Context: an optimization exercise on an open-source flow, tuned for small area, a short achievable clock period and few clock cycles. The choices shown serve that exercise and are no tape-out recipe. In this exercise RTL edits were held to simulation tests only and were not proved equivalent to the original. No activity file was given, so power comes from the tool's default toggle rates.

## quartz
## syncchan
module syncchan (
    input             clk,
    input             rst,           
    input      [8:0]  prog_len,      
    input      [63:0] sprite,        
    output     [7:0]  prog_addr,
    input      [15:0] prog_data,
    input             rel_valid,     
    input      [7:0]  rel_data,
    output reg        held,          
    output reg        tx_valid,      
    output reg [7:0]  tx_data,
    output reg        io_rd,
    output reg        io_wr,
    output     [15:0] io_addr,
    output     [7:0]  io_wdata,
    input      [7:0]  io_rdata,
    output reg        draw_valid,
    output reg [1:0]  draw_op,       
    output reg [8:0]  draw_x,
    output reg [7:0]  draw_y,
    output            done,
    output            fault,
    output     [1:0]  fault_cause,   
    output     [15:0] fault_info     
);
    localparam [7:0]  PX_RESET = 8'd128, PY_RESET = 8'd96, WPOS_RESET = 8'd0;
    localparam [7:0] OP_WAIT = 8'h01, OP_EMITC = 8'h02, OP_EMITHI = 8'h03, OP_EMITH = 8'h04,
                     OP_KSAMP = 8'h05, OP_JSAMP = 8'h06, OP_MSAMP = 8'h07, OP_PSTEP = 8'h08,
                     OP_RENDER = 8'h09, OP_PBTN = 8'h0A, OP_PSCR = 8'h0B, OP_JMP = 8'h0C;
    localparam [1:0] S_FETCH = 2'd0, S_EXEC = 2'd1, S_DONE = 2'd2, S_FAULT = 2'd3;
    localparam [1:0] F_ILLEGAL = 2'd1, F_UNWRITTEN = 2'd2, F_BADTARGET = 2'd3;
    reg [1:0]  state;
    reg [8:0]  na;           
    reg [15:0] ir;           
    reg        ir_fault;     
    reg [1:0]  ir_fcause;
    reg        ir_wait;      
    reg        ir_jmp;       
    reg        ir_prep;      
    reg [2:0]  step;
    reg        rel;          
    reg [7:0]  jw_tag;
    reg        jw_v;
    reg        io_kb, io_joy;    
    reg        rpass;        
    reg [2:0]  rj;           
    reg [7:0]  rem;          
    reg        ax;           
    reg        rrun;         
    reg [3:0]  nj1;          
    reg [4:0] kf [0:7];      
    reg [7:0] joy;
    reg [7:0] mx, my, mb, pmx, pmy, pmb;
    reg [7:0] ppx, ppy, pwpos;
    reg       kf_v, joy_v, m_v, pm_v, pp_v;
    reg [7:0] px, py, wpos;
    reg [3:0] sdx, sdy;
    reg       sfar;
    wire [3:0] op  = ir[11:8];
    wire [7:0] arg = ir[7:0];
    wire exec = (state == S_EXEC);
  ...
For scale: roughly 2300 cells after synthesis, roughly 260 flip-flops, roughly 190 I/O pins.
Settings: LEC_CHECK=0, ABC_AREA=1, CAP_MARGIN=20, CORE_MARGIN=2, CORE_UTILIZATION=40, CTS_CLUSTER_DIAMETER=100, CTS_CLUSTER_SIZE=20, SETUP_SLACK_MARGIN=5, SLEW_MARGIN=20; clock period 10.0 ns.
standard.sh (not shown) runs the stock make flow with config.mk's settings and CLKGATE_MAP_FILE= SYNTH_SCRIPT=/design/flow/synth_recipe.tcl, a recipe that flattens the netlist after the stock synthesis.
==> flow/flow/run.sh <==
#!/bin/bash
set -euo pipefail
sed 's/SETUP_SLACK_MARGIN=5/SETUP_SLACK_MARGIN=6.5 "BUFFER_PORTS_ARGS=-buffer_cell sky130_fd_sc_hd__buf_1"/' standard.sh > standard_m.sh
bash standard_m.sh > standard.log 2>&1
Every stage of the flow completed for quartz, and the final layout passed the timing, design-rule and antenna checks.
Testbench counts of quartz, summed over its fixed seeds: cycles 11,506.
[inputs] violet vs quartz
==> flow/flow/run.sh <==
#!/bin/bash
set -euo pipefail
sed 's/SETUP_SLACK_MARGIN=5/SETUP_SLACK_MARGIN=6.3 "BUFFER_PORTS_ARGS=-buffer_cell sky130_fd_sc_hd__buf_1"/' standard.sh > standard_m.sh
bash standard_m.sh > standard.log 2>&1
### Flow results
- When the final numbers for quartz and violet were put side by side, the sequential share of layout area turned out to be smaller in quartz.
- quartz | status: complete | timing, DRC, antenna: pass
- violet was carried through to the last stage, and its layout satisfied the timing, design-rule and antenna checks.
- Looking at final area, violet sits 3.1% below quartz.
- Compared with quartz, violet shows final cell count lower by 22.
- Looking at quartz and violet, the sequential cell area is a wash.
- On final worst slack, quartz beats violet.
- Summary — synthesis-to-finish area growth, violet relative to quartz: lower, by 3.5 points.
- Relative to quartz, the power measured on violet has decreased slightly.
- The routed wire length reported for violet is smaller than that of quartz by 2.0%.


## red
syncchan again, from the RTL that the note above started with.
Design syncchan, start of the top module:
module syncchan (
    input             clk,
    input             rst,           
    input      [8:0]  prog_len,      
    input      [63:0] sprite,        
    output     [7:0]  prog_addr,
    input      [15:0] prog_data,
    input             rel_valid,     
    input      [7:0]  rel_data,
    output reg        held,          
    output reg        tx_valid,      
    output reg [7:0]  tx_data,
    output reg        io_rd,
    output reg        io_wr,
    output     [15:0] io_addr,
    output     [7:0]  io_wdata,
    input      [7:0]  io_rdata,
    output reg        draw_valid,
    output reg [1:0]  draw_op,       
    output reg [8:0]  draw_x,
    output reg [7:0]  draw_y,
    output            done,
    output            fault,
    output     [1:0]  fault_cause,   
    output     [15:0] fault_info     
);
clock: 10.0 ns
lec_check: 0
cap_margin: 20
core_margin: 2
core_utilization: 40
cts_buf_list: sky130_fd_sc_hd__clkbuf_8
setup_slack_margin: 5
slew_margin: 20
==> flow/flow/run.sh <==
#!/bin/bash
set -euo pipefail
sed 's/SETUP_SLACK_MARGIN=5/SETUP_SLACK_MARGIN=6 "BUFFER_PORTS_ARGS=-buffer_cell sky130_fd_sc_hd__buf_1"/' standard.sh > standard_m.sh
bash standard_m.sh > standard.log 2>&1
Testbench counts of red, summed over its fixed seeds: cycles 11,506.
Setup changes, red to blue
# red
export LEC_CHECK = 0
export CAP_MARGIN = 20
export CORE_MARGIN = 2
export CORE_UTILIZATION = 40
export CTS_BUF_LIST = sky130_fd_sc_hd__clkbuf_8
export SETUP_SLACK_MARGIN = 5
export SLEW_MARGIN = 20
create_clock -name core_clock -period 10.0 [get_ports {clk}]
# blue
export LEC_CHECK = 0
export ABC_AREA = 1
export CAP_MARGIN = 20
export CORE_MARGIN = 2
export CORE_UTILIZATION = 40
export CTS_CLUSTER_DIAMETER = 100
export CTS_CLUSTER_SIZE = 20
export SETUP_SLACK_MARGIN = 5
export SLEW_MARGIN = 20
create_clock -name core_clock -period 10.0 [get_ports {clk}]
==> flow/flow/run.sh <==
#!/bin/bash
set -euo pipefail
sed 's/SETUP_SLACK_MARGIN=5/SETUP_SLACK_MARGIN=5.7 "BUFFER_PORTS_ARGS=-buffer_cell sky130_fd_sc_hd__buf_1"/' standard.sh > standard_m.sh
bash standard_m.sh > standard.log 2>&1
==> notes.md <==
Summary of blue over red: wire length of the first global-routing pass now larger; layout overhead on the synthesized area has decreased.
Final worst setup slack (blue over red): decrease, 0.12 ns
Looking at sequential share of layout area, blue sits 1.4 points higher than red does.
Global-route usage: blue > red
Taking red as the reference, in blue delay of the slowest cell on the worst path lower; initial core utilization roughly the same.
Via count deteriorates in blue relative to red.
Edits applied to the flow inputs when going from blue to green:
# blue
export LEC_CHECK = 0
export ABC_AREA = 1
export CAP_MARGIN = 20
export CORE_MARGIN = 2
export CORE_UTILIZATION = 40
export CTS_CLUSTER_DIAMETER = 100
export CTS_CLUSTER_SIZE = 20
export SETUP_SLACK_MARGIN = 5
export SLEW_MARGIN = 20
create_clock -name core_clock -period 10.0 [get_ports {clk}]
# green
export LEC_CHECK = 0
export CAP_MARGIN = 20
export CORE_MARGIN = 2
export CORE_UTILIZATION = 40
export SETUP_SLACK_MARGIN = 5
export SLEW_MARGIN = 20
create_clock -name core_clock -period 10.0 [get_ports {clk}]
==> flow/flow/run.sh <==
#!/bin/bash
set -euo pipefail
sed 's/SETUP_SLACK_MARGIN=5/SETUP_SLACK_MARGIN=6.3 "BUFFER_PORTS_ARGS=-buffer_cell sky130_fd_sc_hd__buf_1"/' standard.sh > standard_m.sh
bash standard_m.sh > standard.log 2>&1
### Flow results
- green vs blue — horizontal die dimension dropped slightly
- Relative to blue, the final cell area reported for green is higher.
- Taking blue as the reference point, the sequential cell area share of green falls by 3.5 points.
- Re switching power summed over all nets: green and blue aren't equal, and the lower value belongs to green.
- Compared green vs blue, and worst hold slack is up in green.
- Re global-route usage: green is 0.57 points up on blue.
- Compare green and blue | share of total power in combinational logic lower: green
- Result for green and blue: all clean
Here is what was changed in the inputs of orange compared with green.
# green
export LEC_CHECK = 0
export CAP_MARGIN = 20
export CORE_MARGIN = 2
export CORE_UTILIZATION = 40
export SETUP_SLACK_MARGIN = 5
export SLEW_MARGIN = 20
create_clock -name core_clock -period 10.0 [get_ports {clk}]
# orange
export LEC_CHECK = 0
export ABC_AREA = 1
export CAP_MARGIN = 20
export CORE_MARGIN = 2
export CORE_UTILIZATION = 40
export SETUP_SLACK_MARGIN = 5
export SLEW_MARGIN = 20
create_clock -name core_clock -period 10.0 [get_ports {clk}]
==> flow/flow/run.sh <==
#!/bin/bash
set -euo pipefail
sed 's/SETUP_SLACK_MARGIN=5/SETUP_SLACK_MARGIN=6 "BUFFER_PORTS_ARGS=-buffer_cell sky130_fd_sc_hd__buf_1"/' standard.sh > standard_m.sh
bash standard_m.sh > standard.log 2>&1
Findings:
Diff green and orange: sequential power higher in orange. orange vs green: worst max-slew margin expressed relative to the limit down. Going from green to orange, the final cycle utilization of the critical path was found to have gone up by 0.80 points. orange against green: die boundary height +1.1%; number of sequential storage elements held steady; synthesized-area fraction occupied by xor and xnor cells now sits lower.
[inputs] purple vs orange
# orange
export LEC_CHECK = 0
export ABC_AREA = 1
export CAP_MARGIN = 20
export CORE_MARGIN = 2
export CORE_UTILIZATION = 40
export SETUP_SLACK_MARGIN = 5
export SLEW_MARGIN = 20
create_clock -name core_clock -period 10.0 [get_ports {clk}]
# purple
export LEC_CHECK = 0
export ABC_AREA = 1
export CAP_MARGIN = 20
export CORE_MARGIN = 2
export CORE_UTILIZATION = 40
export CTS_CLUSTER_DIAMETER = 100
export CTS_CLUSTER_SIZE = 20
export SETUP_SLACK_MARGIN = 5
export SLEW_MARGIN = 20
create_clock -name core_clock -period 10.0 [get_ports {clk}]
==> flow/flow/run.sh <==
#!/bin/bash
set -euo pipefail
sed 's/SETUP_SLACK_MARGIN=5/SETUP_SLACK_MARGIN=6.7 "BUFFER_PORTS_ARGS=-buffer_cell sky130_fd_sc_hd__buf_1"/' standard.sh > standard_m.sh
bash standard_m.sh > standard.log 2>&1
--- outcome ---
- Sort orange and purple by total wire length after detailed routing desc -> top: purple
- The final clock period utilization by the worst path in purple was lower than what orange gave.
- Changes observed in purple relative to orange: post-route cell area +7.5%; mean post-synth cell area ~0 delta; proportion of power drawn by flip-flops and latches +3.8 points; count of plain and timing-repair buffers in the layout +about 46%; multi-input logic cell count ~0 delta.
- Standard cell with the maximum stage delay on the critical path = sky130_fd_sc_hd__dfxtp_1: orange; standard cell with the maximum stage delay on the critical path = sky130_fd_sc_hd__dfxtp_4: purple
- Fill cell instance count of the final layout was lower in the run labelled purple.
- Placer congestion estimate (purple vs. orange) increases by a few percent
- purple: via count of the first global-routing pass higher than orange


== run 1 ==
syncchan, a different RTL version from the one above (not shown whole).
Size: about 2300 cells after synthesis, ~270 flip-flops, about 190 I/O pins.
Settings: LEC_CHECK=0, ABC_AREA=1, CAP_MARGIN=20, CORE_MARGIN=2, CORE_UTILIZATION=40, CTS_CLUSTER_DIAMETER=100, CTS_CLUSTER_SIZE=20, PLACE_DENSITY=0.75, SETUP_SLACK_MARGIN=5, SLEW_MARGIN=20; clock period 10.0 ns.
==> flow/flow/run.sh <==
#!/bin/bash
set -euo pipefail
sed 's/SETUP_SLACK_MARGIN=5/SETUP_SLACK_MARGIN=6.55 "BUFFER_PORTS_ARGS=-buffer_cell sky130_fd_sc_hd__buf_1"/' standard.sh > standard_m.sh
bash standard_m.sh > standard.log 2>&1
Run 1 was carried through to the last stage, and its layout satisfied the timing, design-rule and antenna checks.
Testbench counts of run 1, summed over its fixed seeds: cycles 11,506.
What run 2 does differently from run 1 at the input level:
Settings: PLACE_DENSITY no longer set, was 0.75.
==> flow/flow/run.sh <==
#!/bin/bash
set -euo pipefail
sed 's/SETUP_SLACK_MARGIN=5/SETUP_SLACK_MARGIN=6.4 "BUFFER_PORTS_ARGS=-buffer_cell sky130_fd_sc_hd__buf_1"/' standard.sh > standard_m.sh
bash standard_m.sh > standard.log 2>&1
### Flow results
- Compared with run 1, run 2 shows a non-clock buffer count that is 21 lower.
- Changes observed in run 2 relative to run 1: global-route wire length before repair went up 390 um; headroom to the max-slew limit went down by 3.6 points.
- Compared with run 1, in run 2 minimum clock period has increased, utilization down 0.67 points, wire length on met3 lost 11%.
diff inputs: run 2 => run 3
Settings: CORE_UTILIZATION changed from 40 to 50.
==> flow/flow/run.sh <==
#!/bin/bash
set -euo pipefail
sed 's/SETUP_SLACK_MARGIN=5/SETUP_SLACK_MARGIN=6.45 "BUFFER_PORTS_ARGS=-buffer_cell sky130_fd_sc_hd__buf_1"/' standard.sh > standard_m.sh
bash standard_m.sh > standard.log 2>&1
## What came out
- The first-pass GRT wire length in run 3 was lower than what run 2 gave.
- Per the comparison of run 3 with run 2, final critical path time including I/O delays and setup shrank by 0.082 ns; share of cell area taken by multi-input logic gates now larger.
- | number of antenna violations at the first check in global routing | lower: run 2 |
- Changes observed in run 3 relative to run 2: total routing usage reported by global routing moved up, chip width saw a decrease, power -about 2%, critical path depth now sits lower.
- Relative to run 2, the sum of met2 wire segment lengths after detailed routing measured on run 3 has decreased slightly.
- What run 3 reported for power drawn by the clock network has to be multiplied by 1.05 to get the figure for run 2.
- Die area for run 3: about 20% down relative to run 2
Here is what was changed in the inputs of run 4 compared with run 3.
Settings: an added PLACE_DENSITY of 0.75.
[summary]
- Run 3 vs run 4, timing startpoint of the critical path: prog_data[5] vs mx[0]
- Run comparison: run 3 slowest library cell on the worst path sky130_fd_sc_hd__or2_2; run 4 slowest library cell on the worst path sky130_fd_sc_hd__fa_1
- Portion of total power attributed to the clock network (lower): run 4
- Final design instance area without fill: run 4 vs run 3 — no meaningful difference
- Re total power: run 4 is 0.45% down on run 3.
- Per the comparison of run 4 with run 3, last weighted congestion value of the routability-driven placer +0.062; switching component of the power -1.2%.


RTL: one of the versions met above, not the one the previous note started from.
Size in the first run: ~1800 cells after synthesis, ~260 flip-flops, about 190 I/O pins, roughly 17000 µm² of cells after synthesis.
==> flow/design.v (excerpt) <==
module syncchan (
    input             clk,
    input             rst,           
    input      [8:0]  prog_len,      
    input      [63:0] sprite,        
    output     [7:0]  prog_addr,
    input      [15:0] prog_data,
    input             rel_valid,     
    input      [7:0]  rel_data,
    output reg        held,          
    output reg        tx_valid,      
    output reg [7:0]  tx_data,
    output reg        io_rd,
    output reg        io_wr,
    output     [15:0] io_addr,
    output     [7:0]  io_wdata,
    input      [7:0]  io_rdata,
    output reg        draw_valid,
    output reg [1:0]  draw_op,       
    output reg [8:0]  draw_x,
    output reg [7:0]  draw_y,
    output            done,
    output            fault,
    output     [1:0]  fault_cause,   
    output     [15:0] fault_info     
);
    localparam [7:0]  PX_RESET = 8'd128, PY_RESET = 8'd96, WPOS_RESET = 8'd0;
    localparam [7:0] OP_WAIT = 8'h01, OP_EMITC = 8'h02, OP_EMITHI = 8'h03, OP_EMITH = 8'h04,
                     OP_KSAMP = 8'h05, OP_JSAMP = 8'h06, OP_MSAMP = 8'h07, OP_PSTEP = 8'h08,
                     OP_RENDER = 8'h09, OP_PBTN = 8'h0A, OP_PSCR = 8'h0B, OP_JMP = 8'h0C;
    localparam [1:0] S_FETCH = 2'd0, S_EXEC = 2'd1, S_DONE = 2'd2, S_FAULT = 2'd3;
    localparam [1:0] F_ILLEGAL = 2'd1, F_UNWRITTEN = 2'd2, F_BADTARGET = 2'd3;
    reg [1:0]  state;
    reg [8:0]  na;           
    reg [15:0] ir;           
    reg        ir_fault;     
    reg [1:0]  ir_fcause;
    reg        ir_wait;      
    reg        ir_jmp;       
    reg        ir_prep;      
    reg [2:0]  step;
    reg        rel;          
    reg [7:0]  jw_tag;
    reg        jw_v;
    reg        io_kb, io_joy;    
    reg        rpass;        
    reg [2:0]  rj;           
    reg [7:0]  rem;          
    reg        ax;           
    reg        rrun;         
    reg [3:0]  nj1;          
    reg [4:0] kf [0:7];      
    reg [7:0] joy;
    reg [7:0] mx, my, mb, pmx, pmy, pmb;
    reg [7:0] ppx, ppy, pwpos;
    reg       kf_v, joy_v, m_v, pm_v, pp_v;
    reg [7:0] px, py, wpos;
    reg [3:0] sdx, sdy;
    reg       sfar;
    wire [3:0] op  = ir[11:8];
    wire [7:0] arg = ir[7:0];
  ...
clock: 10.0 ns
lec_check: 0
cap_margin: 20
core_margin: 2
core_utilization: 40
setup_slack_margin: 5
slew_margin: 20
==> flow/flow/run.sh <==
#!/bin/bash
set -euo pipefail
sed 's/SETUP_SLACK_MARGIN=5/SETUP_SLACK_MARGIN=6 "BUFFER_PORTS_ARGS=-buffer_cell sky130_fd_sc_hd__buf_1"/' standard.sh > standard_m.sh
bash standard_m.sh > standard.log 2>&1
Testbench counts at the start, summed over its fixed seeds: cycles 11,506.
==> next run, changes <==
- ABC_AREA: default -> 1
- CTS_CLUSTER_DIAMETER: default -> 100
- CTS_CLUSTER_SIZE: default -> 20
Outcome: Total power drops by 7.8%; clock skew grows by 0.010 ns; clock-buffer cell count drops by 14; combinational power grows by 25%; maximum frequency grows by 1.6%; first-iteration DRC count drops by 9.7%.
==> next run, changes <==
- CORE_UTILIZATION: 40 -> 55
- CTS_CLUSTER_DIAMETER: 100 -> default
- CTS_CLUSTER_SIZE: 20 -> default
Result: Clock skew came out higher by 0.012 ns; flip-flop and latch count is unchanged; cell area went up by about 1.8%; sequential power stays flat; area after synthesis stays the same; total power came out higher by about 17%; global-route usage climbs by 7.3 points; critical path depth came out higher by 13; register-to-register slack degrades by 0.13 ns; wire length is lower by 5.0%.

## port drivers added, routing unchanged
The flow's constraints put no driver on any port. The routed layouts listed below were extracted and timed again, unchanged, in two steps.
Step 1 assumes that a clkbuf_16 drives the clock port and a buf_2 every other input.
Step 2 times the ports against the registers' clock, not the clock port: input delays grow and output delays shrink by t, the midpoint of the rising clock arrivals with the driver on.
Slacks: no drivers / after step 1 / after step 2; pairs: no drivers / after step 1.
| run | t, ns | setup slack, ns | worst setup path after step 2 | worst data-port slew with drivers (ns) | pins driven straight from the clock port |
|---|---|---|---|---|---|
| quartz | 0.562 | 6.391 / 6.339 / 5.993 | input to register | 0.07 | 1 |
| violet | 0.560 | 6.346 / 6.290 / 5.917 | input to register | 0.06 | 1 |
| red | 0.621 | 5.982 / 6.012 / 5.391 | input to register | 0.05 | 1 |
| blue | 0.565 | 5.863 / 5.891 / 5.327 | input to register | 0.06 | 1 |
| green | 0.635 | 6.191 / 6.222 / 5.587 | input to register | 0.04 | 1 |
| orange | 0.615 | 6.110 / 6.058 / 5.581 | input to register | 0.06 | 1 |
| purple | 0.555 | 6.370 / 6.318 / 6.068 | input to register | 0.07 | 1 |
| run 1 | 0.558 | 6.545 / 6.492 / 6.071 | input to register | 0.05 | 1 |
| run 2 | 0.583 | 6.457 / 6.470 / 5.887 | input to register | 0.05 | 1 |
| run 3 | 0.565 | 6.538 / 6.512 / 6.006 | input to register | 0.04 | 1 |
| run 4 | 0.554 | 6.517 / 6.498 / 5.996 | input to register | 0.04 | 1 |
| the first run of note 4 | 0.615 | 6.072 / 6.085 / 5.488 | input to register | 0.05 | 1 |
| the second run of note 4 | 0.565 | 6.135 / 6.083 / 5.675 | input to register | 0.06 | 1 |
| the third run of note 4 | 0.633 | 6.128 / 6.078 / 5.546 | input to register | 0.04 | 1 |
After both steps setup and hold are still met in every run listed. For green, which loses most, drivers alone change the setup slack by +0.031 ns; drivers and shift together by -0.604 ns.
